Optimization exercise on an open flow, not production practice. RTL: at most simulated, not proved equivalent. Function not checked: runs 1 and 2. Power: default activity.

$ cat flow/constraint.sdc
create_clock -name core_clock -period 4.0 [get_ports {clk}]
set_input_delay 0.8000 -clock core_clock [delete_from_list [all_inputs] [get_ports {clk}]]
set_output_delay 0.8000 -clock core_clock [all_outputs]
set_load 0.01 [all_outputs]
$ cat flow/config.mk
export PLATFORM = sky130hd
export DESIGN_NAME = t1_codec
export DESIGN_NICKNAME = t1_codec
export VERILOG_FILES = /design/flow/design.v
export SDC_FILE = /design/flow/constraint.sdc
export NUM_CORES = 4
export LEC_CHECK = 0
export CAP_MARGIN = 20
export CORE_MARGIN = 2
export CORE_UTILIZATION = 40
export SLEW_MARGIN = 20
$ cat flow/run.sh
#!/bin/bash
# synth_recipe.tcl (not shown) runs the flow's synth.tcl, then flattens the netlist and writes it again
# the make line also repeats each setting of config.mk as NAME=value (left out here)
make -C /OpenROAD-flow-scripts/flow DESIGN_CONFIG=/design/flow/config.mk WORK_HOME=/design/flow/orfs CLKGATE_MAP_FILE= SYNTH_SCRIPT=/design/flow/synth_recipe.tcl finish
$ cat flow/design.v
module t1_crc16_byte (
    input  wire [15:0] crc_in,
    input  wire [7:0]  data,
    output reg  [15:0] crc_out
);
    integer i;
    always @* begin
        crc_out = crc_in ^ {8'h00, data};
        for (i = 0; i < 8; i = i + 1) begin
            if (crc_out[0])
                crc_out = (crc_out >> 1) ^ 16'h8408;
            else
                crc_out = crc_out >> 1;
        end
    end
endmodule
module t1_check_pcb (
    input  wire [7:0] pcb,
    input  wire       ns_slave,
    input  wire       ns_master,
    input  wire       orig_chained,
    input  wire [7:0] last_tx_pcb,
    output reg  [2:0] code
);
    wire is_i = !pcb[7];
    wire is_r = pcb[7] && !pcb[6];
    wire rsv_ok = is_i ? (pcb[4:0] == 5'd0) :
                  is_r ? (pcb[6:5] == 2'd0 && pcb[3:2] == 2'd0) :
                         !pcb[4];
    wire seq_ok = is_i ? (pcb[6] == ns_slave) :
                  is_r ? (orig_chained || (pcb[4] == ns_master)) :
                         1'b1;
    wire sent_s_req = (last_tx_pcb[7:6] == 2'b11) && !last_tx_pcb[5];
    wire match_ok   = !sent_s_req || (pcb == (last_tx_pcb | 8'h20));
    always @* begin
        if (!rsv_ok)        code = 3'd2;
        else if (!seq_ok)   code = 3'd4;
        else if (!match_ok) code = 3'd5;
        else                code = 3'd0;
    end
endmodule
module t1_check_len (
    input  wire [7:0] pcb,
    input  wire [7:0] len,
    output reg        len_ok
);
    always @* begin
        if (len == 8'd255)
            len_ok = 1'b0;
        else if (!pcb[7])
            len_ok = 1'b1;                  
        else if (!pcb[6])
            len_ok = (len == 8'd0);
        else begin
            case (pcb[3:0])
                4'h1, 4'h3: len_ok = (len == 8'd1);
                4'h0, 4'h2: len_ok = (len == 8'd0);
                4'hF:       len_ok = 1'b1;
                default:    len_ok = 1'b0;
            endcase
        end
    end
endmodule
module t1_tx_framer (
    input  wire       clk,
    input  wire       rst,
    input  wire       in_valid,
    output wire       in_ready,
    input  wire [7:0] in_data,
    input  wire       in_crc,
    output reg        out_valid,
    input  wire       out_ready,
    output reg  [7:0] out_data,
    output reg        out_last
);
    localparam S_NAD  = 3'd0;
    localparam S_PCB  = 3'd1;
    localparam S_LEN  = 3'd2;
    localparam S_DATA = 3'd3;
    localparam S_CK0  = 3'd4;
    localparam S_CK1  = 3'd5;
    reg  [2:0]  state;
    reg         use_crc;
    reg  [7:0]  remaining;
    reg  [15:0] acc;
    reg         pend;
    reg  [7:0]  k;
    reg         k_crc;
    reg         k_empty;
    assign in_ready = k_empty;
    wire in_fire  = in_valid && k_empty;
    wire out_free = !out_valid || out_ready;
    wire hdr      = !state[2];                
    wire [7:0] b    = k_empty ? in_data : k;
    wire       bcrc = k_empty ? in_crc  : k_crc;
    wire load_b   = hdr && out_free && (in_fire || !k_empty);
    wire load_ck  = !hdr && out_free;
    wire [15:0] crc_next;
    t1_crc16_byte u_crc (.crc_in(acc), .data(out_data), .crc_out(crc_next));
    wire [15:0] acc_eff = !pend   ? acc :
                          use_crc ? crc_next : {acc[15:8], acc[7:0] ^ out_data};
    always @(posedge clk) begin
        if (rst) begin
            state     <= S_NAD;
            out_valid <= 1'b0;
            out_last  <= 1'b0;
            pend      <= 1'b0;
            acc       <= 16'hFFFF;
            k_empty   <= 1'b1;
        end else begin
            acc  <= acc_eff;
            pend <= 1'b0;
            if (out_free)
                out_valid <= 1'b0;
            if (in_fire && !load_b) begin
                k       <= in_data;
                k_crc   <= in_crc;
                k_empty <= 1'b0;
            end
            if (load_b) begin
                k_empty   <= 1'b1;
                out_valid <= 1'b1;
                out_data  <= b;
                out_last  <= 1'b0;
                pend      <= 1'b1;
                case (state)
                    S_NAD: begin
                        use_crc <= bcrc;
                        state   <= S_PCB;
                    end
                    S_PCB: state <= S_LEN;
                    S_LEN: begin
                        remaining <= b;
                        state     <= (b == 8'd0) ? S_CK0 : S_DATA;
                    end
                    default: begin
                        remaining <= remaining - 8'd1;
                        if (remaining == 8'd1)
                            state <= S_CK0;
                    end
                endcase
            end
            if (load_ck) begin
                out_valid <= 1'b1;
                if (state == S_CK0) begin
                    out_data <= ~acc_eff[7:0];
                    out_last <= !use_crc;
                    if (use_crc) begin
                        state <= S_CK1;
                    end else begin
                        state <= S_NAD;
                        acc   <= 16'hFFFF;
                    end
                end else begin
                    out_data <= ~acc_eff[15:8];
                    out_last <= 1'b1;
                    state    <= S_NAD;
                    acc      <= 16'hFFFF;
                end
            end
        end
    end
endmodule
module t1_rx_deframer (
    input  wire        clk,
    input  wire        rst,
    input  wire        in_valid,
    output wire        in_ready,
    input  wire [7:0]  in_data,
    input  wire        in_crc,
    input  wire        ns_slave,
    input  wire        ns_master,
    input  wire        orig_chained,
    input  wire [7:0]  last_tx_pcb,
    output wire        data_valid,
    input  wire        data_ready,
    output wire [7:0]  data_out,
    output reg         stat_valid,
    input  wire        stat_ready,
    output reg  [7:0]  stat_nad,
    output reg  [7:0]  stat_pcb,
    output reg  [7:0]  stat_len,
    output reg  [1:0]  stat_kind,
    output wire [15:0] stat_cksum,
    output reg  [2:0]  stat_code
);
    localparam R_NAD  = 3'd0;
    localparam R_PCB  = 3'd1;
    localparam R_LEN  = 3'd2;
    localparam R_DATA = 3'd3;
    localparam R_DROP = 3'd4;
    localparam R_CK0  = 3'd5;
    localparam R_CK1  = 3'd6;
    reg  [7:0]  h;
    reg         hv;
    reg  [7:0]  s;
    reg         s_empty;
    reg  [2:0]  state;
    reg         use_crc;
    reg  [7:0]  remaining;
    reg  [15:0] acc;
    reg         lo_ok;
    assign in_ready   = s_empty;
    assign data_out   = h;
    assign data_valid = hv && (state == R_DATA);
    assign stat_cksum = acc;
    wire in_fire   = in_valid && s_empty;
    wire stat_free = !stat_valid || stat_ready;
    wire cons = hv && ((state == R_NAD)  ? stat_free :
                       (state == R_DATA) ? data_ready : 1'b1);
    wire        mode     = (state == R_NAD) ? in_crc : use_crc;
    wire [15:0] acc_base = (state == R_NAD) ? 16'hFFFF : acc;
    wire [15:0] crc_next;
    t1_crc16_byte u_crc (.crc_in(acc_base), .data(h), .crc_out(crc_next));
    wire [15:0] acc_next = mode ? crc_next : {acc_base[15:8], acc_base[7:0] ^ h};
    wire [2:0] pcb_code;
    t1_check_pcb u_chk_pcb (
        .pcb         (h),
        .ns_slave    (ns_slave),
        .ns_master   (ns_master),
        .orig_chained(orig_chained),
        .last_tx_pcb (last_tx_pcb),
        .code        (pcb_code)
    );
    wire len_ok;
    t1_check_len u_chk_len (.pcb(stat_pcb), .len(h), .len_ok(len_ok));
    wire lo_match = (h == ~acc[7:0]);
    wire hi_match = (h == ~acc[15:8]);
    always @(posedge clk) begin
        if (rst) begin
            hv         <= 1'b0;
            s_empty    <= 1'b1;
            state      <= R_NAD;
            stat_valid <= 1'b0;
        end else begin
            if (cons || !hv) begin
                if (!s_empty) begin
                    h       <= s;
                    s_empty <= 1'b1;
                end else begin
                    h  <= in_data;
                    hv <= in_fire;
                end
            end else if (in_fire) begin
                s       <= in_data;
                s_empty <= 1'b0;
            end
            if (stat_valid && stat_ready)
                stat_valid <= 1'b0;
            if (cons) begin
                case (state)
                    R_NAD: begin
                        stat_nad <= h;
                        use_crc  <= in_crc;
                        acc      <= acc_next;
                        state    <= R_PCB;
                    end
                    R_PCB: begin
                        stat_pcb  <= h;
                        stat_kind <= {h[7] & h[6], h[7] & ~h[6]};
                        stat_code <= pcb_code;
                        acc       <= acc_next;
                        state     <= R_LEN;
                    end
                    R_LEN: begin
                        stat_len  <= h;
                        remaining <= {h[7:1], h[0] & ~(&h)};
                        if (stat_code != 3'd2 && !len_ok)
                            stat_code <= 3'd3;
                        acc       <= acc_next;
                        state     <= (h == 8'd0) ? R_CK0 : R_DATA;
                    end
                    R_DATA: begin
                        acc       <= acc_next;
                        remaining <= remaining - 8'd1;
                        if (remaining == 8'd1)
                            state <= (&stat_len) ? R_DROP : R_CK0;
                    end
                    R_DROP: begin
                        acc   <= acc_next;
                        state <= R_CK0;
                    end
                    R_CK0: begin
                        lo_ok     <= lo_match;
                        acc[7:0]  <= h;
                        if (use_crc) begin
                            state <= R_CK1;
                        end else begin
                            acc[15:8]  <= 8'h00;
                            if (!lo_match)
                                stat_code <= 3'd1;
                            stat_valid <= 1'b1;
                            state      <= R_NAD;
                        end
                    end
                    default: begin
                        acc[15:8]  <= h;
                        if (!(lo_ok && hi_match))
                            stat_code <= 3'd1;
                        stat_valid <= 1'b1;
                        state      <= R_NAD;
                    end
                endcase
            end
        end
    end
endmodule
module t1_codec (
    input  wire        clk,
    input  wire        rst,
    input  wire        tx_in_valid,
    output wire        tx_in_ready,
    input  wire [7:0]  tx_in_data,
    input  wire        tx_in_crc,
    output wire        tx_out_valid,
    input  wire        tx_out_ready,
    output wire [7:0]  tx_out_data,
    output wire        tx_out_last,
    input  wire        rx_in_valid,
    output wire        rx_in_ready,
    input  wire [7:0]  rx_in_data,
    input  wire        rx_in_crc,
    input  wire        rx_ns_slave,
    input  wire        rx_ns_master,
    input  wire        rx_orig_chained,
    input  wire [7:0]  rx_last_tx_pcb,
    output wire        rx_data_valid,
    input  wire        rx_data_ready,
    output wire [7:0]  rx_data,
    output wire        rx_stat_valid,
    input  wire        rx_stat_ready,
    output wire [7:0]  rx_stat_nad,
    output wire [7:0]  rx_stat_pcb,
    output wire [7:0]  rx_stat_len,
    output wire [1:0]  rx_stat_kind,
    output wire [15:0] rx_stat_cksum,
    output wire [2:0]  rx_stat_code
);
    t1_tx_framer u_tx (
        .clk      (clk),
        .rst      (rst),
        .in_valid (tx_in_valid),
        .in_ready (tx_in_ready),
        .in_data  (tx_in_data),
        .in_crc   (tx_in_crc),
        .out_valid(tx_out_valid),
        .out_ready(tx_out_ready),
        .out_data (tx_out_data),
        .out_last (tx_out_last)
    );
    t1_rx_deframer u_rx (
        .clk         (clk),
        .rst         (rst),
        .in_valid    (rx_in_valid),
        .in_ready    (rx_in_ready),
        .in_data     (rx_in_data),
        .in_crc      (rx_in_crc),
        .ns_slave    (rx_ns_slave),
        .ns_master   (rx_ns_master),
        .orig_chained(rx_orig_chained),
        .last_tx_pcb (rx_last_tx_pcb),
        .data_valid  (rx_data_valid),
        .data_ready  (rx_data_ready),
        .data_out    (rx_data),
        .stat_valid  (rx_stat_valid),
        .stat_ready  (rx_stat_ready),
        .stat_nad    (rx_stat_nad),
        .stat_pcb    (rx_stat_pcb),
        .stat_len    (rx_stat_len),
        .stat_kind   (rx_stat_kind),
        .stat_cksum  (rx_stat_cksum),
        .stat_code   (rx_stat_code)
    );
endmodule
==> out/metrics.csv, run 1 <==
metric;value;unit
outcome;timing/DRC/antenna clean;
Crit Path Category;register to output pin;
CP endpoint kind;output pin;
maximum clock rate;317.0;MHz
horizontal extent of the die;137.6;um
class of the tightest hold or removal check;register to register;
pwr dens;411.2;nW/um2
Reg-to-Reg End;u_rx.stat_code[0]$_DFFE_PP_;
Worst Reg-to-Reg Cells;6;
number of instances on the worst hold path;2;
Setup Buffers After CTS;0;
Max stage delay on crit path;0.79;ns
count of pins over their slew limit;0;
async set-reset flop share out of synthesis;0;
launch instance of the worst min-delay path;u_rx.stat_valid$_SDFF_PP0_;
synthesized net count;720;
remaining routing DRC violations;0;
Synth cell types;65;
CP Data Arrival Time;2.35;ns
ys flop type;edfxtp_1;
sequential cell area;3493;um2
total global routing overflow;0;
clock transition at the registers of the reported paths;0.06;ns
chain of cells forming the critical path;nand3b_1, buf_4, nor2_1, clkdlybuf4s50_1;
overall die area;18920;um2
cell taking the most area after synthesis;edfxtp_1;
# rows;48;
total of buffers placed on input and output ports;102;
GRT Total Usage;0.2073;
Finished Cell Area;8932;um2
part of the Yosys area used for sequential elements;0.4897;
largest net degree at the start of global routing;25;
launching element of the worst setup path;u_rx.state[1]$_SDFFE_PP0P_;
FF-to-FF Start;u_rx.state[1]$_SDFFE_PP0P_;
sum of buffers and inverters on the critical path;2;
drt via density;5.610;
count of endpoints failing setup in the final report;0;
setup total negative slack;0;ns
drt first pass iters;5;
number of warnings reported in the yosys synthesis log;5;
HPWL after detailed placement;13440;um
net total in the final layout;806;
highest ir drop seen on vdd;0.2854;mV
vias in the first global route;5614;
aggregate routed wire length;19030;um
kind of launch point of the worst setup path;register;
R2R Setup Slk;1.24;ns
gate count of the mapped netlist;680;
share of layout cells above drive strength 1;0.08344;
wire length of the first global-routing pass;29770;um
most frequent cell after synthesis;edfxtp_1;
RSZ-0062 raised after global routing;no;
routed length per placed instance;18.96;um
CP Max Fanout;21;
data required time of the worst path;3.20;ns
hold endpoint;u_rx.stat_valid$_SDFF_PP0_;
area share of the largest cell type after synthesis;0.4083;
leakage power summed over all cells;3.241;nW
height of the chip;137.6;um
total I/O pin count;103;
detailed router's first-iteration violation count;411;
routed vias;5632;
slowest stage cell, crit path;dfxtp_1;
CTS max path bufs;2;
clock tree from TritonCTS;built;
MaxCap Viol Count;0;
initial standard-cell utilization of the core;0.4110;
worst slew margin relative to its limit;0.3300;
cts bufs inserted;17;
synthesized area per cell;10.49;um2
number of H-tree branching levels;4;
area of the multi-input gates;3395;um2
clock insertion delay at the later pin of the skew report;0.42;ns
number of gates resized after cts;0;
CTS Root Cell;clkbuf_16;
fin crit period;3.154;ns
global placement routability congestion;0.8042;
instance area after placement;8343;um2
number of diodes added for antenna fixing;0;
number of fill cells in the layout;1553;
EDFF count, synth;97;
area growth from synthesis to final layout;25.20;%
Worst-Margin Slew;0.9983;ns
Top Family by Delay on Critical Path;buffers and inverters;
leading post-synthesis cells by cell area;edfxtp_1 41%, dfxtp_1 8.1%, xor2_1 5.2%, xnor2_1 5.0%, nand2_1 3.6%;
Hold Buf Count CTS;0;
Synth top cells by count;97 x edfxtp_1, 69 x nand2_1, 51 x nor2_1;
flops & latches, synth;126;
final worst clock skew;0.007605;ns
Hold Vio Cnt, Final;0;
number of antenna violations at the first check in global routing;0;
clk sink count;126;
cell area after synthesis;7134;um2
Detail Route Antenna Nets;0;
period utilization;0.7886;
core region area;17360;um2
-- layer usage --
metal	up-vias	global-route usage	routed length, um	share of wire
li1	2661	-	-	-
met1	2749	0.2785	8498	0.45
met2	204	0.3331	9164	0.48
met3	18	0.04967	1142	0.060
met4	0	0.06128	226	0.012
met5	-	0	0	0
-- metrics by stage --
stage	setup WS [ns]	std cells	util	total power [mW]	hold WS [ns]
after floorplan	1.191	680	-	1.950	0.4459
after global placement	0.8280	972	0.4807	2.134	0.4841
after detailed placement	0.6784	972	0.4807	2.147	0.4904
after CTS	0.8085	1004	0.5143	3.691	0.5078
after global routing	0.6811	1004	0.5146	3.810	0.5266
final	0.8457	1004	0.5146	3.673	0.5115
-- sequential cells by signal (all words and copies together) (netlist names), 8 cells and up --
name	flops
u_rx.remaining	8
u_tx.out_data	8
u_rx.s	8
u_rx.stat_len	8
u_rx.stat_pcb	8
u_rx.acc	16
u_tx.k	8
u_tx.acc	16
u_rx.stat_nad	8
u_tx.remaining	8
u_rx.h	8
-- final cells by class --
class                           instances  share of cell area
Tap cell                              225             0.03152
Sequential cell                       126              0.3911
Clock buffer                           18             0.04805
Inverter                               20            0.008405
Timing Repair Buffer                  113              0.1235
Multi-Input combinational cell        488              0.3800
Clock inverter                         14             0.01737
-- worst min-delay path: cells and delay by family (launching register included) --
family                 cells  cell delay, ns
DFF                        1            0.33
AOI/OAI and AO/OA          1            0.08
buffers and inverters      1            0.06
-- power by group --
group	internal (mW)	switching [mW]
combinational	0.285	0.279
clock	0.929	0.617
sequential	1.47	0.0906
-- cells in the final DEF (no fill, tap or decap), drive strengths merged, types with 5 or more instances in the layout --
master,synthesis,routed
edfxtp,97,97
xor2,43,43
mux2i,12,12
dfxtp,29,29
a21o,6,6
nor4,13,13
nand4,10,10
nand3,11,11
clkdlybuf4s50,0,102
nor2,51,51
nor3,11,11
nand2b,6,6
mux2,13,13
buf,10,11
xnor2,43,43
o21ai,45,45
a21oi,36,36
nand2,69,69
xnor3,10,10
o221ai,14,14
inv,20,27
or3,5,5
and3,10,10
o211ai,7,7
clkbuf,36,18
-- worst max path at each step --
stage | to | cells after the start
6_report | rx_data_valid | 4
2_1_floorplan | u_rx.s[0]$_DFFE_PP_ | 3
3_3_place_gp | u_rx.remaining[6]$_DFFE_PP_ | 5
5_1_grt | rx_data_valid | 4
3_5_place_dp | u_rx.remaining[5]$_DFFE_PP_ | 5
4_1_cts | rx_data_valid | 4
-- cell families after synthesis --
| kind of cell | count (synthesis) | synth area share |
|---|---|---|
| and+or+nand+nor | 208 | 0.1424 |
| adders and majority gates | 4 | 0.007015 |
| xor gates and xnor gates | 98 | 0.1470 |
| DFF | 126 | 0.4897 |
| buffers and inverters | 66 | 0.03525 |
| muxes | 25 | 0.03788 |
| AOI/OAI and AO/OA | 153 | 0.1408 |
==> run 2: changes to the inputs <==
--- a/flow/config.mk
+++ b/flow/config.mk
@@ -6,6 +6,8 @@
 export NUM_CORES = 4
 export LEC_CHECK = 0
+export ABC_CLOCK_PERIOD_IN_PS = 1500
 export CAP_MARGIN = 20
 export CORE_MARGIN = 2
 export CORE_UTILIZATION = 40
+export SETUP_SLACK_MARGIN = 2.3
 export SLEW_MARGIN = 20
==> run 2 against run 1 <==
  * Via count up 18%
  * First-iteration DRC count up 69%
  * Synthesized cell count unchanged
  * Largest cell class is now multi-input gates
  * Count of clock-buffer cells in the layout up 1
  * Critical path type is now register to register
==> out/metrics.csv, run 2 <==
metric;value;unit;change
launch instance of the worst min-delay path;u_tx.out_last$_SDFFE_PP0P_;;was u_rx.stat_valid$_SDFF_PP0_
routed vias;6652;;was 5632
# rows;48;;unchanged
clock insertion delay at the later pin of the skew report;0.42;ns;about the same
Synth cell types;65;;unchanged
horizontal extent of the die;137.6;um;unchanged
most frequent cell after synthesis;edfxtp_1;;unchanged
MaxCap Viol Count;0;;unchanged
synthesized area per cell;10.49;um2;unchanged
Total Power;3.934;mW;was 3.673 mW
GRT Total Usage;0.2513;;was 0.2073
count of endpoints failing setup in the final report;0;;unchanged
net total in the final layout;971;;was 806
async set-reset flop share out of synthesis;0;;unchanged
data required time of the worst path;4.19;ns;was 3.20 ns
wire length of the first global-routing pass;35670;um;was 29770 um
cell area after synthesis;7134;um2;unchanged
R2R Setup Slk;1.89;ns;was 1.24 ns
cts bufs inserted;17;;unchanged
EDFF count, synth;97;;unchanged
number of fill cells in the layout;1253;;was 1553
most frequent cell on the critical path;buf_12;;
registers with the highest flip-flop counts;u_rx.acc: 16 flops, u_tx.acc: 16 flops;;unchanged
sequential cell area;3526;um2;was 3493 um2
total of buffers placed on input and output ports;102;;unchanged
total global routing overflow;0;;unchanged
worst slew margin relative to its limit;0.6055;;was 0.3300
gate count of the mapped netlist;680;;unchanged
CTS Root Cell;clkbuf_16;;unchanged
vias in the first global route;6385;;was 5614
routed length per placed instance;20.92;um;was 18.96 um
Detail Route Antenna Nets;0;;unchanged
area of the multi-input gates;4327;um2;was 3395 um2
CTS max path bufs;2;;unchanged
clock transition at the registers of the reported paths;0.06;ns;about the same
Worst Reg-to-Reg Cells;8;;was 6
flops & latches, synth;126;;unchanged
setup total negative slack;0;ns;unchanged
area share of the largest cell type after synthesis;0.4083;;unchanged
highest ir drop seen on vdd;0.2853;mV;was 0.2854 mV
Crit Path Category;register to register;;was register to output pin
share of layout cells above drive strength 1;0.4460;;was 0.08344
leakage power summed over all cells;4.491;nW;was 3.241 nW
period utilization;0.5266;;was 0.7886
height of the chip;137.6;um;unchanged
clock tree from TritonCTS;built;;unchanged
commonest cells after routing, fill and taps aside;102 x buf_4, 97 x edfxtp_1, 72 x buf_6, 62 x nand2_1, 48 x buf_2;;was 102 x clkdlybuf4s50_1, 97 x edfxtp_1, 69 x nand2_1, 51 x nor2_1, 42 x xor2_1
ys flop type;edfxtp_1;;unchanged
Reg-to-Reg End;u_rx.stat_pcb[4]$_DFFE_PP_;;was u_rx.stat_code[0]$_DFFE_PP_
count of pins over their slew limit;0;;unchanged
leading post-synthesis cells by cell area;edfxtp_1 41%, dfxtp_1 8.1%, xor2_1 5.2%, xnor2_1 5.0%, nand2_1 3.6%;;unchanged
maximum clock rate;474.7;MHz;was 317.0 MHz
detailed router's first-iteration violation count;695;;was 411
clk sink count;126;;unchanged
smallest hold slack;0.5189;ns;was 0.5115 ns
number of warnings reported in the yosys synthesis log;5;;unchanged
HPWL after detailed placement;13920;um;was 13440 um
largest net degree at the start of global routing;20;;was 25
FF-to-FF Start;u_rx.state[0]$_SDFFE_PP0P_;;was u_rx.state[1]$_SDFFE_PP0P_
drt via density;5.690;;was 5.610
core region area;17360;um2;unchanged
Top Family by Delay on Critical Path;simple AND/OR/NAND/NOR gates;;was buffers and inverters
hold endpoint;u_tx.out_last$_SDFFE_PP0P_;;was u_rx.stat_valid$_SDFF_PP0_
kind of launch point of the worst setup path;register;;unchanged
final worst clock skew;0.008814;ns;was 0.007605 ns
outcome;timing/DRC/antenna clean;;unchanged
number of antenna violations at the first check in global routing;0;;unchanged
Max stage delay on crit path;0.54;ns;was 0.79 ns
class of the tightest hold or removal check;register to register;;unchanged
CP Max Fanout;6;;was 21
synthesized net count;720;;unchanged
initial standard-cell utilization of the core;0.4110;;unchanged
number of H-tree branching levels;4;;unchanged
sum of buffers and inverters on the critical path;4;;was 2
number of instances on the worst hold path;2;;unchanged
total I/O pin count;103;;unchanged
number of diodes added for antenna fixing;0;;unchanged
drt first pass iters;6;;was 5
cell taking the most area after synthesis;edfxtp_1;;unchanged
slowest stage cell, crit path;or4b_4;;was dfxtp_1
overall die area;18920;um2;unchanged
area growth from synthesis to final layout;58.84;%;was 25.20%
Synth top cells by count;97 x edfxtp_1, 69 x nand2_1, 51 x nor2_1;;unchanged
RSZ-0062 raised after global routing;yes;;was no
pwr dens;347.1;nW/um2;was 411.2 nW/um2
global placement routability congestion;0.8004;;was 0.8042
CP endpoint kind;register;;was output pin
Worst-Margin Slew;0.5917;ns;was 0.9983 ns
aggregate routed wire length;24460;um;was 19030 um
remaining routing DRC violations;0;;unchanged
Hold Vio Cnt, Final;0;;unchanged
most common library cell in the layout ignoring fill and taps;buf_4;;was clkdlybuf4s50_1
chain of cells forming the critical path;buf_12, buf_6, or4b_4, a21o_4, buf_12, nand2_8, nor3_4, clkbuf_16;;was nand3b_1, buf_4, nor2_1, clkdlybuf4s50_1
fin crit period;2.106;ns;was 3.154 ns
part of the Yosys area used for sequential elements;0.4897;;unchanged
CP Data Arrival Time;2.30;ns;was 2.35 ns
==> run 2: stage by stage <==
| stage | setup WS [ns] | area [um2] | std cells | util |
|---|---|---|---|---|
| 2_1_floorplan | 1.778 | 7482 | 680 | - |
| 3_3_place_gp | 1.144 | 8582 | 972 | 0.4944 |
| 3_5_place_dp | 1.093 | 8582 | 972 | 0.4944 |
| 4_1_cts | 1.920 | 10460 | 1130 | 0.6029 |
| 5_1_grt | 1.869 | 11330 | 1169 | 0.6529 |
| 6_report | 1.894 | 11330 | 1169 | 0.6529 |
==> run 2: cells by family after synthesis <==
group,count (synthesis),synth area share
AOI/OAI and AO/OA,153,0.1408
xor gates and xnor gates,98,0.1470
adders and majority gates,4,0.007015
buffers and inverters,66,0.03525
DFF,126,0.4897
muxes,25,0.03788
and+or+nand+nor,208,0.1424
==> run 2: final cells by class <==
| type | count | share of cell area |
|---|---|---|
| Multi-Input combinational cell | 488 | 0.3818 |
| Clock buffer | 19 | 0.03820 |
| Timing Repair Buffer | 278 | 0.2279 |
| Clock inverter | 13 | 0.008833 |
| Tap cell | 225 | 0.02484 |
| Inverter | 20 | 0.007287 |
| Sequential cell | 126 | 0.3111 |
==> run 2: how the worst max path moves through the flow <==
stage	startpoint	to	slack, ns	depth (start not counted)
floorplan	rx_stat_ready	u_rx.s[0]$_DFFE_PP_	1.78	3
global placement	rx_in_crc	u_rx.acc[3]$_DFFE_PP_	1.14	6
detailed placement	rx_in_crc	u_rx.acc[1]$_DFFE_PP_	1.09	6
CTS	u_rx.state[2]$_SDFFE_PP0P_	u_rx.acc[1]$_DFFE_PP_	1.92	7
global route	u_rx.state[2]$_SDFFE_PP0P_	u_rx.acc[3]$_DFFE_PP_	1.87	7
finish	u_rx.state[0]$_SDFFE_PP0P_	u_rx.stat_pcb[4]$_DFFE_PP_	1.89	8
==> run 2: power breakdown <==
part	internal, mW	leakage [nW]	switching (mW)
logic	0.519	3.10	0.467
clock network	0.842	0.261	0.577
registers	1.47	1.13	0.0582
total	2.83	4.49	1.10
==> run 2: what timing repair did <==
action	CTS	global route
setup endpoints to repair	221	180
pin swaps	57	71
gates cloned	3	1
buffers inserted	123	38
hold buffers	0	0
gates resized for setup	426	108
==> run 2: per-layer routing <==
metal	wire length (um)	share of wire	vias to the layer above	global-route usage
met3	1884	0.077	34	0.05077
met1	10500	0.43	3297	0.3593
met4	408	0.017	0	0.08247
li1	-	-	3012	-
met5	0	0	-	0
met2	11670	0.48	309	0.3823
==> run 2: worst min-delay path, cell delays in order (launching register included) <==
cell and delay, ns:
dfxtp_2 0.35, a21oi_1 0.06, nor2_1 0.07
==> run 3: changes to the inputs <==
--- a/flow/design.v
+++ b/flow/design.v
@@ -173,5 +173,5 @@
     input  wire        orig_chained,
     input  wire [7:0]  last_tx_pcb,
-    output wire        data_valid,
+    output reg         data_valid,
     input  wire        data_ready,
     output wire [7:0]  data_out,
@@ -185,30 +185,22 @@
     output reg  [2:0]  stat_code
 );
-    localparam R_NAD  = 3'd0;
-    localparam R_PCB  = 3'd1;
-    localparam R_LEN  = 3'd2;
-    localparam R_DATA = 3'd3;
-    localparam R_DROP = 3'd4;
-    localparam R_CK0  = 3'd5;
-    localparam R_CK1  = 3'd6;
+    reg st_nad, st_pcb, st_len, st_data, st_drop, st_ck0, st_ck1;
     reg  [7:0]  h;
     reg         hv;
     reg  [7:0]  s;
     reg         s_empty;
-    reg  [2:0]  state;
     reg         use_crc;
     reg  [7:0]  remaining;
     reg  [15:0] acc;
-    reg         lo_ok;
     assign in_ready   = s_empty;
     assign data_out   = h;
-    assign data_valid = hv && (state == R_DATA);
     assign stat_cksum = acc;
     wire in_fire   = in_valid && s_empty;
     wire stat_free = !stat_valid || stat_ready;
-    wire cons = hv && ((state == R_NAD)  ? stat_free :
-                       (state == R_DATA) ? data_ready : 1'b1);
-    wire        mode     = (state == R_NAD) ? in_crc : use_crc;
-    wire [15:0] acc_base = (state == R_NAD) ? 16'hFFFF : acc;
+    wire cons = hv && (st_nad ? stat_free : st_data ? data_ready : 1'b1);
+    wire last = (st_ck0 && !use_crc) || st_ck1;
+    wire data_end = (remaining == 8'd1);
+    wire        mode     = st_nad ? in_crc : use_crc;
+    wire [15:0] acc_base = acc | {16{st_nad}};
     wire [15:0] crc_next;
     t1_crc16_byte u_crc (.crc_in(acc_base), .data(h), .crc_out(crc_next));
@@ -225,12 +217,19 @@
     wire len_ok;
     t1_check_len u_chk_len (.pcb(stat_pcb), .len(h), .len_ok(len_ok));
-    wire lo_match = (h == ~acc[7:0]);
-    wire hi_match = (h == ~acc[15:8]);
+    wire ck_match = (h == ~(st_ck0 ? acc[7:0] : acc[15:8]));
+    wire hv_next = (cons || !hv) ? (!s_empty || in_fire) : 1'b1;
     always @(posedge clk) begin
         if (rst) begin
             hv         <= 1'b0;
             s_empty    <= 1'b1;
-            state      <= R_NAD;
+            st_nad     <= 1'b1;
+            st_pcb     <= 1'b0;
+            st_len     <= 1'b0;
+            st_data    <= 1'b0;
+            st_drop    <= 1'b0;
+            st_ck0     <= 1'b0;
+            st_ck1     <= 1'b0;
             stat_valid <= 1'b0;
+            data_valid <= 1'b0;
         end else begin
             if (cons || !hv) begin
@@ -240,5 +239,4 @@
                 end else begin
                     h  <= in_data;
-                    hv <= in_fire;
                 end
             end else if (in_fire) begin
@@ -246,61 +244,49 @@
                 s_empty <= 1'b0;
             end
+            hv <= hv_next;
             if (stat_valid && stat_ready)
                 stat_valid <= 1'b0;
             if (cons) begin
-                case (state)
-                    R_NAD: begin
-                        stat_nad <= h;
-                        use_crc  <= in_crc;
-                        acc      <= acc_next;
-                        state    <= R_PCB;
-                    end
-                    R_PCB: begin
-                        stat_pcb  <= h;
-                        stat_kind <= {h[7] & h[6], h[7] & ~h[6]};
-                        stat_code <= pcb_code;
-                        acc       <= acc_next;
-                        state     <= R_LEN;
-                    end
-                    R_LEN: begin
-                        stat_len  <= h;
-                        remaining <= {h[7:1], h[0] & ~(&h)};
-                        if (stat_code != 3'd2 && !len_ok)
-                            stat_code <= 3'd3;
-                        acc       <= acc_next;
-                        state     <= (h == 8'd0) ? R_CK0 : R_DATA;
-                    end
-                    R_DATA: begin
-                        acc       <= acc_next;
-                        remaining <= remaining - 8'd1;
-                        if (remaining == 8'd1)
-                            state <= (&stat_len) ? R_DROP : R_CK0;
-                    end
-                    R_DROP: begin
-                        acc   <= acc_next;
-                        state <= R_CK0;
-                    end
-                    R_CK0: begin
-                        lo_ok     <= lo_match;
-                        acc[7:0]  <= h;
-                        if (use_crc) begin
-                            state <= R_CK1;
-                        end else begin
-                            acc[15:8]  <= 8'h00;
-                            if (!lo_match)
-                                stat_code <= 3'd1;
-                            stat_valid <= 1'b1;
-                            state      <= R_NAD;
-                        end
-                    end
-                    default: begin
-                        acc[15:8]  <= h;
-                        if (!(lo_ok && hi_match))
-                            stat_code <= 3'd1;
-                        stat_valid <= 1'b1;
-                        state      <= R_NAD;
-                    end
-                endcase
+                st_nad  <= last;
+                st_pcb  <= st_nad;
+                st_len  <= st_pcb;
+                st_data <= (st_len && h != 8'd0) || (st_data && !data_end);
+                st_drop <= st_data && data_end && (&stat_len);
+                st_ck0  <= (st_len && h == 8'd0) || (st_data && data_end && !(&stat_len)) ||
+                           st_drop;
+                st_ck1  <= st_ck0 && use_crc;
+                if (last)
+                    stat_valid <= 1'b1;
             end
+            data_valid <= hv_next && (cons ? ((st_len && h != 8'd0) || (st_data && !data_end))
+                                           : st_data);
+            if (cons && !(st_ck0 || st_ck1))
+                acc <= acc_next;
+            if (cons && st_nad) begin
+                stat_nad <= h;
+                use_crc  <= in_crc;
+            end
+            if (cons && st_pcb) begin
+                stat_pcb  <= h;
+                stat_kind <= {h[7] & h[6], h[7] & ~h[6]};
+                stat_code <= pcb_code;
+            end
+            if (cons && st_len) begin
+                stat_len  <= h;
+                remaining <= {h[7:1], h[0] & ~(&h)};
+                if (stat_code != 3'd2 && !len_ok)
+                    stat_code <= 3'd3;
+            end
+            if (cons && st_data)
+                remaining <= remaining - 8'd1;
+            if (cons && st_ck0) begin
+                acc[7:0] <= h;
+                if (!use_crc)
+                    acc[15:8] <= 8'h00;
+            end
+            if (cons && st_ck1)
+                acc[15:8] <= h;
+            if (cons && (st_ck0 || st_ck1) && !ck_match)
+                stat_code <= 3'd1;
         end
     end
--- a/flow/config.mk
+++ b/flow/config.mk
@@ -6,8 +6,7 @@
 export NUM_CORES = 4
 export LEC_CHECK = 0
-export ABC_CLOCK_PERIOD_IN_PS = 1500
 export CAP_MARGIN = 20
 export CORE_MARGIN = 2
 export CORE_UTILIZATION = 40
-export SETUP_SLACK_MARGIN = 2.3
+export SETUP_SLACK_MARGIN = 2.0
 export SLEW_MARGIN = 20
==> run 3 against run 2 <==
  * Synthesized cell count fell by 1.9%
  * Cell area fell by 13%
  * Wire length fell by 16%
  * Via count fell by 11%
  * Critical path type is now primary input to register
==> out/metrics.csv, run 3 <==
metric;value;unit;change
outcome;timing/DRC/antenna clean;;unchanged
CP endpoint kind;register;;unchanged
horizontal extent of the die;135.5;um;was 137.6 um
aggregate routed wire length;20470;um;was 24460 um
net total in the final layout;878;;was 971
leading post-synthesis cells by cell area;edfxtp_1 42%, dfxtp_1 9.8%, xnor2_1 8.5%, mux2i_1 3.8%, nand2_1 3.5%;;was edfxtp_1 41%, dfxtp_1 8.1%, xor2_1 5.2%, xnor2_1 5.0%, nand2_1 3.6%
wire length of the first global-routing pass;31620;um;was 35670 um
GRT Total Usage;0.2245;;was 0.2513
class of the tightest hold or removal check;register to register;;unchanged
height of the chip;135.5;um;was 137.6 um
setup total negative slack;0;ns;unchanged
portion of total power attributed to sequential cells;0.411;;was 0.389
CTS max path bufs;2;;unchanged
clock insertion delay at the later pin of the skew report;0.43;ns;was 0.42 ns
synthesized net count;707;;was 720
MaxCap Viol Count;0;;unchanged
drt via density;5.516;;was 5.690
data required time of the worst path;4.14;ns;was 4.19 ns
combinational share of power;0.174;;was 0.251
setup slack of the critical path after layout;1.863;ns;was 1.894 ns
# rows;48;;unchanged
number of warnings reported in the yosys synthesis log;5;;unchanged
largest net degree at the start of global routing;21;;was 20
launch instance of the worst min-delay path;u_tx.out_last$_SDFFE_PP0P_;;unchanged
FF-to-FF Start;u_rx.st_nad$_SDFFE_PP1P_;;was u_rx.state[0]$_SDFFE_PP0P_
number of antenna violations at the first check in global routing;0;;unchanged
Synth top cells by count;96 x edfxtp_1, 67 x xnor2_1, 64 x nand2_1;;was 97 x edfxtp_1, 69 x nand2_1, 51 x nor2_1
Hold Vio Cnt, Final;0;;unchanged
RSZ-0062 raised after global routing;yes;;unchanged
remaining routing DRC violations;0;;unchanged
synthesized area per cell;10.38;um2;was 10.49 um2
total of buffers placed on input and output ports;102;;unchanged
routed vias;5935;;was 6652
commonest cells after routing, fill and taps aside;96 x edfxtp_1, 67 x dlygate4sd2_1, 67 x buf_4, 57 x nand2_1, 55 x nor2_1;;was 102 x buf_4, 97 x edfxtp_1, 72 x buf_6, 62 x nand2_1, 48 x buf_2
CP Max Fanout;8;;was 6
final worst clock skew;0.007160;ns;was 0.008814 ns
area growth from synthesis to final layout;43.01;%;was 58.84%
area share of the largest cell type after synthesis;0.4166;;was 0.4083
Clock Power Share;0.416;;was 0.361
leakage power summed over all cells;3.743;nW;was 4.491 nW
core region area;17120;um2;was 17360 um2
overall die area;18370;um2;was 18920 um2
Synth cell types;57;;was 65
detailed router's first-iteration violation count;472;;was 695
period utilization;0.5342;;was 0.5266
registers with the highest flip-flop counts;u_rx.acc: 16 flops, u_tx.acc: 16 flops;;unchanged
highest ir drop seen on vdd;0.2831;mV;was 0.2853 mV
minimum setup slack after placement;0.9003;ns;was 1.093 ns
cell area after synthesis;6920;um2;was 7134 um2
vias in the first global route;5856;;was 6385
R2R Setup Slk;1.87;ns;was 1.89 ns
Pint;2.770;mW;was 2.831 mW
count of pins over their slew limit;0;;unchanged
cts bufs inserted;17;;unchanged
initial standard-cell utilization of the core;0.4043;;was 0.4110
Detail Route Antenna Nets;0;;unchanged
Crit Path Category;primary input to register;;was register to register
drt first pass iters;5;;was 6
total global routing overflow;0;;unchanged
Worst-Margin Slew;0.6725;ns;was 0.5917 ns
Hold Buf Count CTS;0;;unchanged
worst slew margin relative to its limit;0.5469;;was 0.6055
number of H-tree branching levels;4;;unchanged
async set-reset flop share out of synthesis;0;;unchanged
cell taking the most area after synthesis;edfxtp_1;;unchanged
global placement routability congestion;0.8468;;was 0.8004
number of instances on the worst hold path;2;;unchanged
fin crit period;2.137;ns;was 2.106 ns
fraction of power spent switching nets;0.2736;;was 0.2803
flops & latches, synth;130;;was 126
share of layout cells above drive strength 1;0.2515;;was 0.4460
number of diodes added for antenna fixing;0;;unchanged
clock tree from TritonCTS;built;;unchanged
pwr dens;385.4;nW/um2;was 347.1 nW/um2
clk sink count;130;;was 126
total I/O pin count;103;;unchanged
most common library cell in the layout ignoring fill and taps;edfxtp_1;;was buf_4
kind of launch point of the worst setup path;primary input;;was register
count of endpoints failing setup in the final report;0;;unchanged
part of the Yosys area used for sequential elements;0.5149;;was 0.4897
maximum clock rate;468.0;MHz;was 474.7 MHz
HPWL after detailed placement;12500;um;was 13920 um
CTS Root Cell;clkbuf_16;;unchanged
Net Sw Power;1.044;mW;was 1.102 mW
clock transition at the registers of the reported paths;0.06;ns;about the same
routed length per placed instance;19.02;um;was 20.92 um
ys flop type;edfxtp_1;;unchanged
CP Data Arrival Time;2.28;ns;was 2.30 ns
EDFF count, synth;96;;was 97
most frequent cell after synthesis;edfxtp_1;;unchanged
Worst Reg-to-Reg Cells;6;;was 8
Reg-to-Reg End;u_rx.acc[7]$_DFFE_PP_;;was u_rx.stat_pcb[4]$_DFFE_PP_
hold endpoint;u_tx.out_last$_SDFFE_PP0P_;;unchanged
gate count of the mapped netlist;667;;was 680
[run 3: cell count changes after synthesis, sizes merged, moves of 8 or more]
| cell | change |
|---|---|
| nor3 | +10 |
| xnor2 | +24 |
| xnor3 | -10 |
| xor2 | -31 |
| inv | -8 |
| clkbuf | -10 |
| nor2 | +9 |
| mux2i | +14 |
[run 3: area by class of cell]
type	instances	area (um2)
Sequential cell	130	3580
Multi-Input combinational cell	484	3611
Fill cell	1452	7219
Tap cell	225	281.5
Clock inverter	15	172.7
Timing Repair Buffer	193	1778
Inverter	12	48.80
Clock buffer	17	425.4
[run 3: kinds of logic after synthesis]
group                    Yosys count  share of synthesized area
adder cells (fa/ha/maj)            4                   0.007232
AND/OR/NAND/NOR                  226                     0.1598
AO/OA/AOI/OAI                    134                     0.1199
flip-flops                       130                     0.5149
XOR/XNOR                          80                     0.1034
multiplexers                      40                    0.06039
buffers and inverters             53                    0.03435
[run 3: what timing repair did]
| item | in CTS | in global routing |
|---|---|---|
| endpoints found under the hold margin | 0 | 0 |
| buffers inserted | 55 | 26 |
| pin swaps | 26 | 34 |
| resized for setup | 142 | 79 |
| cloned | 1 | 2 |
| setup endpoints to repair | 200 | 84 |
[run 3: how the worst max path moves through the flow]
stage,start,to,slack [ns],cells after the start
after floorplan,rx_stat_ready,u_rx.acc[0]$_DFFE_PP_,1.59,5
after global placement,rx_stat_ready,u_rx.acc[1]$_DFFE_PP_,0.95,5
after detailed placement,rx_stat_ready,u_rx.acc[4]$_DFFE_PP_,0.90,5
after CTS,u_rx.h[4]$_DFFE_PP_,rx_data[4],1.82,1
after global routing,u_tx.remaining[4]$_DFFE_PP_,u_tx.state[1]$_SDFFE_PP0P_,1.79,6
final,rx_data_ready,u_rx.acc[7]$_DFFE_PP_,1.86,6
[run 3: per-stage QoR]
stage               cell area [um2]  power, mW    util  cells  hold WS [ns]
floorplan                      6969      1.921       -    667        0.4386
global placement               8125      2.095  0.4747    960        0.4580
detailed placement             8125      2.105  0.4747    960        0.4831
CTS                            9330      3.744  0.5451   1048        0.4973
global route                   9897      3.948  0.5782   1076        0.5337
finish                         9897      3.814  0.5782   1076        0.4892
[run 3: critical path: stages]
cell,delay (ns)
clkdlybuf4s15_1,0.22
nor3b_4,0.07
or3b_4,0.42
or3_4,0.46
a21oi_4,0.16
buf_12,0.14
[run 3: power by group through the flow]
stage / combinational [mW] / clock (mW) / sequential (mW)
2_1_floorplan: 0.332 / 0 / 1.59
3_3_place_gp: 0.469 / 0 / 1.63
3_5_place_dp: 0.476 / 0 / 1.63
4_1_cts: 0.583 / 1.60 / 1.56
5_1_grt: 0.713 / 1.66 / 1.57
6_report: 0.663 / 1.58 / 1.57
[run 3: layer usage]
layer  wire length, um  vias to the layer above  part of all wire  track usage
met2             10120                      248              0.49       0.3816
met3              1277                       45             0.062      0.04901
met4               514                        0             0.025      0.08738
met1              8562                     2860              0.42       0.2796
met5                 0                        -                 0            0
li1                  -                     2782                 -            -
Testbench counts of run 3, summed over its fixed seeds: cycles 17,575.
==> run 4: changes to the inputs <==
--- a/flow/config.mk
+++ b/flow/config.mk
@@ -6,4 +6,5 @@
 export NUM_CORES = 4
 export LEC_CHECK = 0
+export ABC_AREA = 1
 export CAP_MARGIN = 20
 export CORE_MARGIN = 2
==> run 4 against run 3 <==
  * Still clean
  * Clock power rose by 6%
  * Core utilization shrank 3.4 points
  * Cell area decreased by 0.97%
  * Global-route usage decreased by 0.57 points
  * Critical endpoint is now rx_data[2]
==> out/metrics.csv, run 4 <==
metric;value;unit;change
outcome;timing/DRC/antenna clean;;unchanged
Clock Power Share;0.441;;was 0.416
highest ir drop seen on vdd;0.3154;mV;was 0.2831 mV
met2 track demand over resource;0.3756;;was 0.3816
launch instance of the worst min-delay path;u_rx.stat_valid$_SDFF_PP0_;;was u_tx.out_last$_SDFFE_PP0P_
count of pins over their slew limit;0;;unchanged
Worst-Margin Slew;0.5974;ns;was 0.6725 ns
smallest hold slack;0.4934;ns;was 0.4892 ns
number of warnings reported in the yosys synthesis log;5;;unchanged
global routing met1 resource utilization;0.2756;;was 0.2796
Max stage delay on crit path;0.43;ns;was 0.46 ns
Net Sw Power;0.9806;mW;was 1.044 mW
cell area after synthesis;7391;um2;was 6920 um2
CP endpoint kind;output pin;;was register
drt first pass iters;5;;unchanged
leading post-synthesis cells by cell area;edfxtp_1 39%, nand2_1 17%, dfxtp_1 9.2%, inv_1 5.3%, nand3_1 4.5%;;was edfxtp_1 42%, dfxtp_1 9.8%, xnor2_1 8.5%, mux2i_1 3.8%, nand2_1 3.5%
CTS Root Cell;clkbuf_16;;unchanged
leakage power summed over all cells;4.547;nW;was 3.743 nW
maximum clock rate;509.4;MHz;was 468.0 MHz
routed length per placed instance;15.76;um;was 19.02 um
FF-to-FF Start;u_rx.h[2]$_DFFE_PP_;;was u_rx.st_nad$_SDFFE_PP1P_
Hold Buf Count CTS;0;;unchanged
gate count of the mapped netlist;943;;was 667
remaining routing DRC violations;0;;unchanged
Detail Route Antenna Nets;0;;unchanged
R2R Setup Slk;2.11;ns;was 1.87 ns
CP Max Fanout;2;;was 8
horizontal extent of the die;139.9;um;was 135.5 um
ys flop type;edfxtp_1;;unchanged
met3 Track Usage GR;0.04444;;was 0.04901
Worst Reg-to-Reg Cells;10;;was 6
part of the Yosys area used for sequential elements;0.4821;;was 0.5149
fraction of power spent switching nets;0.2585;;was 0.2736
Synth top cells by count;334 x nand2_1, 105 x inv_1, 96 x edfxtp_1;;was 96 x edfxtp_1, 67 x xnor2_1, 64 x nand2_1
Hold Vio Cnt, Final;0;;unchanged
RSZ-0062 raised after global routing;yes;;unchanged
detailed router's first-iteration violation count;480;;was 472
Crit Path Category;register to output pin;;was primary input to register
Pint;2.813;mW;was 2.770 mW
class of the tightest hold or removal check;register to register;;unchanged
clock tree from TritonCTS;built;;unchanged
Finished Cell Area;9801;um2;was 9897 um2
height of the chip;139.9;um;was 135.5 um
GRT Total Usage;0.2188;;was 0.2245
cell taking the most area after synthesis;edfxtp_1;;unchanged
most common library cell in the layout ignoring fill and taps;nand2_1;;was edfxtp_1
aggregate routed wire length;21160;um;was 20470 um
vias in the first global route;6388;;was 5856
most frequent cell after synthesis;nand2_1;;was edfxtp_1
async set-reset flop share out of synthesis;0;;unchanged
slowest stage cell, crit path;edfxtp_1;;was or3_4
worst slew margin relative to its limit;0.6017;;was 0.5469
chain of cells forming the critical path;dlygate4sd2_1;;was clkdlybuf4s15_1, nor3b_4, or3b_4, or3_4, a21oi_4, buf_12
CTS max path bufs;2;;unchanged
share of layout cells above drive strength 1;0.1472;;was 0.2515
portion of total power attributed to sequential cells;0.408;;was 0.411
total global routing overflow;0;;unchanged
hold endpoint;u_rx.stat_valid$_SDFF_PP0_;;was u_tx.out_last$_SDFFE_PP0P_
synthesized area per cell;7.838;um2;was 10.38 um2
number of H-tree branching levels;4;;unchanged
setup total negative slack;0;ns;unchanged
Synth cell types;46;;was 57
clock insertion delay at the later pin of the skew report;0.43;ns;about the same
instance area after placement;8628;um2;was 8125 um2
initial standard-cell utilization of the core;0.4100;;was 0.4043
number of fill cells in the layout;1701;;was 1452
overall die area;19580;um2;was 18370 um2
number of antenna violations at the first check in global routing;1;;was 0
HPWL after detailed placement;14660;um;was 12500 um
cts bufs inserted;17;;unchanged
combinational share of power;0.151;;was 0.174
routed vias;6726;;was 5935
EDFF count, synth;96;;unchanged
fin crit period;1.963;ns;was 2.137 ns
clk sink count;130;;unchanged
# rows;49;;was 48
period utilization;0.4907;;was 0.5342
Top Family by Delay on Critical Path;flip-flops;;was simple AND/OR/NAND/NOR gates
pwr dens;387.1;nW/um2;was 385.4 nW/um2
CP Data Arrival Time;1.16;ns;was 2.28 ns
total I/O pin count;103;;unchanged
number of instances on the worst hold path;2;;unchanged
flops & latches, synth;130;;unchanged
final worst clock skew;0.01165;ns;was 0.007160 ns
MaxCap Viol Count;0;;unchanged
most heavily used metal layer in global routing;met2;;unchanged
core region area;18020;um2;was 17120 um2
drt via density;5.008;;was 5.516
registers with the highest flip-flop counts;u_rx.acc: 16 flops, u_tx.acc: 16 flops;;unchanged
net total in the final layout;1141;;was 878
kind of launch point of the worst setup path;register;;was primary input
clock transition at the registers of the reported paths;0.06;ns;about the same
data required time of the worst path;3.20;ns;was 4.14 ns
count of endpoints failing setup in the final report;0;;unchanged
synthesized net count;983;;was 707
area growth from synthesis to final layout;32.61;%;was 43.01%
area share of the largest cell type after synthesis;0.3900;;was 0.4166
final design utilization;0.5437;;was 0.5782
sum of buffers and inverters on the critical path;1;;was 2
global placement routability congestion;0.8741;;was 0.8468
number of diodes added for antenna fixing;0;;unchanged
total of buffers placed on input and output ports;102;;unchanged
Reg-to-Reg End;u_rx.acc[2]$_DFFE_PP_;;was u_rx.acc[7]$_DFFE_PP_
commonest cells after routing, fill and taps aside;331 x nand2_1, 96 x edfxtp_1, 95 x inv_1, 65 x nand3_1, 64 x nor2_1;;was 96 x edfxtp_1, 67 x dlygate4sd2_1, 67 x buf_4, 57 x nand2_1, 55 x nor2_1
wire length of the first global-routing pass;33350;um;was 31620 um
largest net degree at the start of global routing;23;;was 21
[run 4: cell count changes after synthesis, sizes merged, moves of 19 or more]
cell	previous run	this run
nor2	60	82
nand3	13	67
mux2i	26	0
o21ai	46	65
inv	12	112
nand2	64	340
xnor2	67	6
clkbuf	26	5
[run 4: worst max-delay path by stage]
stage	from	to	slack, ns	depth (start not counted)
6_report	u_rx.h[2]$_DFFE_PP_	rx_data[2]	2.04	1
5_1_grt	u_rx.h[1]$_DFFE_PP_	u_rx.acc[1]$_DFFE_PP_	1.95	10
4_1_cts	u_rx.h[4]$_DFFE_PP_	rx_data[4]	1.84	1
3_5_place_dp	rx_stat_ready	u_rx.acc[1]$_DFFE_PP_	0.90	9
3_3_place_gp	rx_stat_ready	u_rx.acc[4]$_DFFE_PP_	0.92	7
2_1_floorplan	rx_data_ready	u_rx.acc[0]$_DFFE_PP_	1.93	7
[run 4: logic make-up (layout without fill, tap and decap cells)]
kind of cell             count (synthesis)  after routing  share of synthesized area
AO/OA/AOI/OAI                          124            124                    0.09751
XOR/XNOR                                31             31                    0.03978
adder cells (fa/ha/maj)                  4              4                   0.006772
buffers and inverters                  139            309                    0.07906
flip-flops                             130            130                     0.4821
AND/OR/NAND/NOR                        515            516                     0.2947
[run 4: area by class of cell]
class,instances,area [um2],share of cell area
Tap cell,229,286.5,0.02924
Clock buffer,20,456.7,0.04660
Timing Repair Buffer,163,1451,0.1481
Inverter,114,454.2,0.04634
Multi-Input combinational cell,675,3400,0.3469
Sequential cell,130,3572,0.3645
Clock inverter,12,180.2,0.01838
[run 4: power groups by stage]
stage | registers (mW) | logic (mW) | clock network [mW]
final | 1.55 | 0.574 | 1.67
after detailed placement | 1.61 | 0.488 | 0
after global placement | 1.60 | 0.482 | 0
after CTS | 1.55 | 0.542 | 1.70
after floorplan | 1.58 | 0.319 | 0
after global routing | 1.55 | 0.636 | 1.76
[run 4: through the flow]
step / power [mW] / worst slack [ns] / instances
2_1_floorplan: 1.901 / 1.930 / 943
3_3_place_gp: 2.087 / 0.9156 / 1254
3_5_place_dp: 2.093 / 0.8970 / 1254
4_1_cts: 3.794 / 1.845 / 1321
5_1_grt: 3.953 / 1.953 / 1343
6_report: 3.794 / 2.037 / 1343
[run 4: per-layer routing]
metal	wire (um)	vias to the layer above
met4	476	0
met2	10550	193
met5	0	-
met1	9015	3113
met3	1123	38
li1	-	3382
[run 4: repair_timing]
| item | in CTS | in global routing |
|---|---|---|
| buffers inserted | 34 | 22 |
| gates cloned | 1 | 0 |
| gates resized for setup | 99 | 21 |
| endpoints found under the setup margin | 218 | 99 |
| pin swaps | 7 | 6 |
==> run 5: changes to the inputs <==
--- a/flow/config.mk
+++ b/flow/config.mk
@@ -6,8 +6,7 @@
 export NUM_CORES = 4
 export LEC_CHECK = 0
-export ABC_AREA = 1
 export CAP_MARGIN = 20
 export CORE_MARGIN = 2
 export CORE_UTILIZATION = 40
-export SETUP_SLACK_MARGIN = 2.0
+export SETUP_SLACK_MARGIN = 2.3
 export SLEW_MARGIN = 20
==> run 5 against run 4 <==
  * Die area down 6.2%
  * Global-route usage is 3.4 points higher
  * Wire length increased by 15%
  * Area after synthesis is 6.4% lower
  * Highest routed layer unchanged
  * Combinational power grew 53%
==> out/metrics.csv, run 5 <==
metric;value;unit;change
outcome;timing/DRC/antenna clean;;unchanged
setup slack of the critical path after layout;1.808;ns;was 2.037 ns
Worst-Margin Slew;0.5396;ns;was 0.5974 ns
sequential cell area;3588;um2;was 3572 um2
highest ir drop seen on vdd;0.3625;mV;was 0.3154 mV
RSZ-0062 raised after global routing;yes;;unchanged
initial standard-cell utilization of the core;0.4043;;was 0.4100
detailed router's first-iteration violation count;552;;was 480
CP Data Arrival Time;2.36;ns;was 1.16 ns
ys flop type;edfxtp_1;;unchanged
area share of the largest cell type after synthesis;0.4166;;was 0.3900
global placement routability congestion;0.8255;;was 0.8741
Crit Path Category;register to register;;was register to output pin
CTS Root Cell;clkbuf_16;;unchanged
leakage power summed over all cells;4.384;nW;was 4.547 nW
total global routing overflow;0;;unchanged
registers with the highest flip-flop counts;u_rx.acc: 16 flops, u_tx.acc: 16 flops;;unchanged
clock tree from TritonCTS;built;;unchanged
drt first pass iters;6;;was 5
CP Max Fanout;7;;was 2
cts bufs inserted;17;;unchanged
most frequent cell after synthesis;edfxtp_1;;was nand2_1
leading post-synthesis cells by cell area;edfxtp_1 42%, dfxtp_1 9.8%, xnor2_1 8.5%, mux2i_1 3.8%, nand2_1 3.5%;;was edfxtp_1 39%, nand2_1 17%, dfxtp_1 9.2%, inv_1 5.3%, nand3_1 4.5%
height of the chip;135.5;um;was 139.9 um
cell area after synthesis;6920;um2;was 7391 um2
commonest cells after routing, fill and taps aside;108 x buf_4, 96 x edfxtp_1, 72 x buf_6, 53 x nand2_1, 53 x buf_2;;was 331 x nand2_1, 96 x edfxtp_1, 95 x inv_1, 65 x nand3_1, 64 x nor2_1
cell taking the most area after synthesis;edfxtp_1;;unchanged
final worst clock skew;0.01076;ns;was 0.01165 ns
synthesized net count;707;;was 983
Detail Route Antenna Nets;0;;unchanged
horizontal extent of the die;135.5;um;was 139.9 um
number of antenna violations at the first check in global routing;0;;was 1
async set-reset flop share out of synthesis;0;;unchanged
drt via density;5.697;;was 5.008
total I/O pin count;103;;unchanged
MaxCap Viol Count;0;;unchanged
EDFF count, synth;96;;unchanged
pwr dens;359.2;nW/um2;was 387.1 nW/um2
fin crit period;2.192;ns;was 1.963 ns
data required time of the worst path;4.17;ns;was 3.20 ns
GRT Total Usage;0.2528;;was 0.2188
number of warnings reported in the yosys synthesis log;5;;unchanged
count of pins over their slew limit;0;;unchanged
total of buffers placed on input and output ports;102;;unchanged
net total in the final layout;972;;was 1141
number of diodes added for antenna fixing;0;;unchanged
synthesized area per cell;10.38;um2;was 7.838 um2
CTS max path bufs;2;;unchanged
worst slew margin relative to its limit;0.6398;;was 0.6017
remaining routing DRC violations;0;;unchanged
minimum setup slack after placement;0.8408;ns;was 0.8970 ns
count of endpoints failing setup in the final report;0;;unchanged
HPWL after detailed placement;12670;um;was 14660 um
most common library cell in the layout ignoring fill and taps;buf_4;;was nand2_1
Synth top cells by count;96 x edfxtp_1, 67 x xnor2_1, 64 x nand2_1;;was 334 x nand2_1, 105 x inv_1, 96 x edfxtp_1
overall die area;18370;um2;was 19580 um2
# rows;48;;was 49
setup total negative slack;0;ns;unchanged
part of the Yosys area used for sequential elements;0.5149;;was 0.4821
maximum clock rate;456.2;MHz;was 509.4 MHz
Synth cell types;57;;was 46
kind of launch point of the worst setup path;register;;unchanged
vias in the first global route;6562;;was 6388
clock insertion delay at the later pin of the skew report;0.43;ns;about the same
R2R Setup Slk;1.81;ns;was 2.11 ns
wire length of the first global-routing pass;35130;um;was 33350 um
area of the multi-input gates;4214;um2;was 3400 um2
share of layout cells above drive strength 1;0.4730;;was 0.1472
number of H-tree branching levels;4;;unchanged
period utilization;0.5480;;was 0.4907
flops & latches, synth;130;;unchanged
routed vias;6665;;was 6726
Hold Vio Cnt, Final;0;;unchanged
area growth from synthesis to final layout;63.19;%;was 32.61%
gate count of the mapped netlist;667;;was 943
number of fill cells in the layout;1191;;was 1701
clk sink count;130;;unchanged
routed length per placed instance;20.71;um;was 15.76 um
aggregate routed wire length;24230;um;was 21160 um
core region area;17120;um2;was 18020 um2
class of the tightest hold or removal check;register to register;;unchanged
largest net degree at the start of global routing;19;;was 23
CP endpoint kind;register;;was output pin
clock transition at the registers of the reported paths;0.06;ns;about the same
## run 5: cell count changes after synthesis, sizes merged, moves of 14 or more
| cell | before | now |
|---|---|---|
| inv | 112 | 12 |
| nor2 | 82 | 60 |
| nand3 | 67 | 13 |
| xnor2 | 6 | 67 |
| nand2 | 340 | 64 |
| mux2 | 0 | 14 |
| o21ai | 65 | 46 |
| clkbuf | 5 | 26 |
| mux2i | 0 | 26 |
## run 5: through the flow
step           std cells  hold WS [ns]  total power, mW  utilization  area (um2)
2_1_floorplan        667        0.4386            1.938            -        7088
3_3_place_gp         959        0.4642            2.112       0.4797        8210
3_5_place_dp         959        0.4719            2.121       0.4797        8210
4_1_cts             1137        0.4848            3.930       0.6181       10580
5_1_grt             1170        0.5471            4.179       0.6598       11290
6_report            1170        0.4986            4.057       0.6598       11290
## run 5: what timing repair did
item                       4_1_cts  5_1_grt
gates resized for setup        494      102
setup endpoints to repair      231      176
gates cloned                     6        0
pin swaps                       79       49
hold buffers                     0        0
buffers inserted               140       33
## run 5: power breakdown
part	switching (mW)	total (mW)	leakage (nW)	internal, mW
clock	0.613	1.61	0.289	0.992
sequential	0.0684	1.58	1.17	1.51
combinational	0.421	0.876	2.93	0.455
total	1.10	4.06	4.38	2.95
## run 5: worst paths after layout
check                                     to                    start  depth (start not counted)
min reg2reg          u_tx.acc[11]$_SDFF_PP1_  u_tx.acc[11]$_SDFF_PP1_                          2
min                  u_tx.acc[11]$_SDFF_PP1_  u_tx.acc[11]$_SDFF_PP1_                          2
max reg2reg  u_rx.stat_code[0]$_SDFFCE_PP1N_      u_rx.h[6]$_DFFE_PP_                          8
max          u_rx.stat_code[0]$_SDFFCE_PP1N_      u_rx.h[6]$_DFFE_PP_                          8
## run 5: cells by family after synthesis
logic type,share of synthesized area
AO/OA/AOI/OAI,0.1199
buffers and inverters,0.03435
flip-flops,0.5149
multiplexers,0.06039
XOR/XNOR,0.1034
adder cells (fa/ha/maj),0.007232
AND/OR/NAND/NOR,0.1598
## run 5: cell type report
cell class | count | area share
Multi-Input combinational cell | 486 | 0.3731
Sequential cell | 130 | 0.3177
Timing Repair Buffer | 285 | 0.2266
Clock buffer | 18 | 0.03889
Tap cell | 225 | 0.02493
Clock inverter | 14 | 0.01440
Inverter | 12 | 0.004321
## run 5: metal layers
layer  wire length, um  vias up  global-route usage
li1                  -     2986                   -
met1              9608     3256              0.3159
met2             12250      341              0.4278
met3              1568       82             0.04602
met4               809        0              0.1146
met5                 0        -                   0
## run 5: critical path, cell delays in order (launching register included)
cell	delay (ns)
edfxtp_1	0.43
buf_6	0.17
buf_6	0.13
nor4_4	0.29
nand4_1	0.17
a21oi_2	0.16
a211o_1	0.15
a221oi_4	0.08
or3_1	0.37
==> run 6: changes to the inputs <==
--- a/flow/config.mk
+++ b/flow/config.mk
@@ -9,4 +9,4 @@
 export CORE_MARGIN = 2
 export CORE_UTILIZATION = 40
-export SETUP_SLACK_MARGIN = 2.3
+export SETUP_SLACK_MARGIN = 1.7
 export SLEW_MARGIN = 20
==> run 6 against run 5 <==
  * Hold slack worse by 0.015 ns
  * Critical endpoint is now rx_stat_cksum[13]
  * Flip-flop and latch count stayed put
  * Still clean on timing, DRC and antenna
  * Sequential power hardly changed
  * First-iteration DRC count is 34% lower
  * Clock power is 7% lower
  * Synthesized cell count stayed put
  * Cell area is 20% lower
  * Sequential share of layout area is 7.8 points higher
  * Via count is 16% lower
  * Critical path type is now register to output pin
  * Largest power group is now sequential cells
==> out/metrics.csv, run 6 <==
metric;value;unit;change
outcome;timing/DRC/antenna clean;;unchanged
CP Max Fanout;4;;was 7
routed length per placed instance;18.02;um;was 20.71 um
drt via density;5.441;;was 5.697
total I/O pin count;103;;unchanged
overall die area;18370;um2;unchanged
highest ir drop seen on vdd;0.2806;mV;was 0.3625 mV
Hold Vio Cnt, Final;0;;unchanged
CP Data Arrival Time;1.47;ns;was 2.36 ns
horizontal extent of the die;135.5;um;unchanged
Total Power;3.614;mW;was 4.057 mW
chain of cells forming the critical path;clkdlybuf4s50_1;;was buf_6, buf_6, nor4_4, nand4_1, a21oi_2, a211o_1, a221oi_4, or3_1
Worst Reg-to-Reg Cells;7;;was 8
area share of the largest cell type after synthesis;0.4166;;unchanged
share of layout cells above drive strength 1;0.1398;;was 0.4730
ys flop type;edfxtp_1;;unchanged
vias in the first global route;5485;;was 6562
setup total negative slack;0;ns;unchanged
count of endpoints failing setup in the final report;0;;unchanged
class of the tightest hold or removal check;register to register;;unchanged
leakage power summed over all cells;3.144;nW;was 4.384 nW
CP endpoint kind;output pin;;was register
height of the chip;135.5;um;unchanged
total of buffers placed on input and output ports;102;;unchanged
clock tree from TritonCTS;built;;unchanged
gate count of the mapped netlist;667;;unchanged
smallest hold slack;0.4839;ns;was 0.4986 ns
most common library cell in the layout ignoring fill and taps;clkdlybuf4s50_1;;was buf_4
clock transition at the registers of the reported paths;0.06;ns;about the same
cts bufs inserted;17;;unchanged
Synth cell types;57;;unchanged
largest net degree at the start of global routing;31;;was 19
wire length of the first global-routing pass;29240;um;was 35130 um
sum of buffers and inverters on the critical path;1;;was 2
most frequent cell after synthesis;edfxtp_1;;unchanged
total global routing overflow;0;;unchanged
part of the Yosys area used for sequential elements;0.5149;;unchanged
number of H-tree branching levels;4;;unchanged
period utilization;0.5684;;was 0.5480
EDFF count, synth;96;;unchanged
Crit Path Category;register to output pin;;was register to register
GRT Total Usage;0.2074;;was 0.2528
number of fill cells in the layout;1457;;was 1191
stages on the worst setup path;1;;was 8
fin crit period;2.274;ns;was 2.192 ns
async set-reset flop share out of synthesis;0;;unchanged
instance area after placement;8127;um2;was 8210 um2
Synth top cells by count;96 x edfxtp_1, 67 x xnor2_1, 64 x nand2_1;;unchanged
MaxCap Viol Count;0;;unchanged
final worst clock skew;0.01080;ns;was 0.01076 ns
global placement routability congestion;0.8406;;was 0.8255
remaining routing DRC violations;0;;unchanged
registers with the highest flip-flop counts;u_rx.acc: 16 flops, u_tx.acc: 16 flops;;unchanged
Max stage delay on crit path;0.58;ns;was 0.43 ns
detailed router's first-iteration violation count;362;;was 552
final design utilization;0.5276;;was 0.6598
RSZ-0062 raised after global routing;yes;;unchanged
clock insertion delay at the later pin of the skew report;0.43;ns;about the same
CTS max path bufs;2;;unchanged
cell area after synthesis;6920;um2;unchanged
synthesized net count;707;;unchanged
Top Family by Delay on Critical Path;buffers and inverters;;was simple AND/OR/NAND/NOR gates
commonest cells after routing, fill and taps aside;97 x clkdlybuf4s50_1, 96 x edfxtp_1, 66 x xnor2_1, 61 x nand2_1, 56 x nor2_1;;was 108 x buf_4, 96 x edfxtp_1, 72 x buf_6, 53 x nand2_1, 53 x buf_2
kind of launch point of the worst setup path;register;;unchanged
slowest stage cell, crit path;clkdlybuf4s50_1;;was edfxtp_1
leading post-synthesis cells by cell area;edfxtp_1 42%, dfxtp_1 9.8%, xnor2_1 8.5%, mux2i_1 3.8%, nand2_1 3.5%;;unchanged
number of warnings reported in the yosys synthesis log;5;;unchanged
CTS Root Cell;clkbuf_16;;unchanged
number of instances on the worst hold path;2;;unchanged
data required time of the worst path;3.20;ns;was 4.17 ns
pwr dens;400.2;nW/um2;was 359.2 nW/um2
==> run 6: cell counts after synthesis <==
No cell type changed its count.
==> run 6: final timing paths <==
kind / to / slack (ns) / start
setup / recovery: rx_stat_cksum[13] / 1.73 / u_rx.acc[13]$_DFFE_PN_
hold / removal: u_tx.acc[11]$_SDFF_PP1_ / 0.48 / u_tx.acc[11]$_SDFF_PP1_
setup reg to reg: u_rx.stat_code[0]$_SDFFCE_PP1N_ / 1.81 / u_rx.h[1]$_DFFE_PP_
hold reg to reg: u_tx.acc[11]$_SDFF_PP1_ / 0.48 / u_tx.acc[11]$_SDFF_PP1_
==> run 6: where the power goes <==
group | switching (mW) | total (mW) | internal [mW] | leakage (nW)
Sequential | 0.0573 | 1.57 | 1.51 | 1.16
Combinational | 0.281 | 0.549 | 0.268 | 1.72
Clock | 0.594 | 1.50 | 0.907 | 0.264
Total | 0.932 | 3.61 | 2.68 | 3.14
==> run 6: area by class of cell <==
| type | count | area (um2) | share of cell area |
|---|---|---|---|
| Antenna cell | 1 | 2.502 | 0.0002771 |
| Clock buffer | 17 | 425.4 | 0.04711 |
| Clock inverter | 14 | 137.6 | 0.01524 |
| Inverter | 12 | 48.80 | 0.005404 |
| Multi-Input combinational cell | 484 | 3212 | 0.3557 |
| Sequential cell | 130 | 3572 | 0.3956 |
| Tap cell | 225 | 281.5 | 0.03118 |
| Timing Repair Buffer | 144 | 1350 | 0.1495 |
==> run 6: cells by family (layout without fill, tap and decap cells) <==
logic type,count (synthesis),in the layout,share of synthesized area
other cells,0,1,0
fa+ha+maj,4,4,0.007232
compound gates,134,134,0.1199
flops,130,130,0.5149
mux,40,40,0.06039
simple gates,226,226,0.1598
xor+xnor,80,80,0.1034
buf+inv,53,187,0.03435
==> run 6: repair_timing <==
item | in CTS | in global routing
resized for setup | 19 | 14
buffers inserted | 17 | 15
cloned | 0 | 0
setup endpoints to repair | 71 | 69
pin swaps | 3 | 2
hold buffers | 0 | 0
==> run 6: per-layer routing <==
| metal | share of wire | track usage |
|---|---|---|
| met4 | 0.016 | 0.06713 |
| met5 | 0 | 0 |
| met1 | 0.43 | 0.2629 |
| met3 | 0.056 | 0.04751 |
| met2 | 0.50 | 0.3519 |
==> run 6: stage by stage <==
stage          cells  setup slack, ns
2_1_floorplan    667            1.570
3_3_place_gp     963           0.9274
3_5_place_dp     963           0.9016
4_1_cts         1011            1.661
5_1_grt         1026            1.637
6_report        1027            1.726
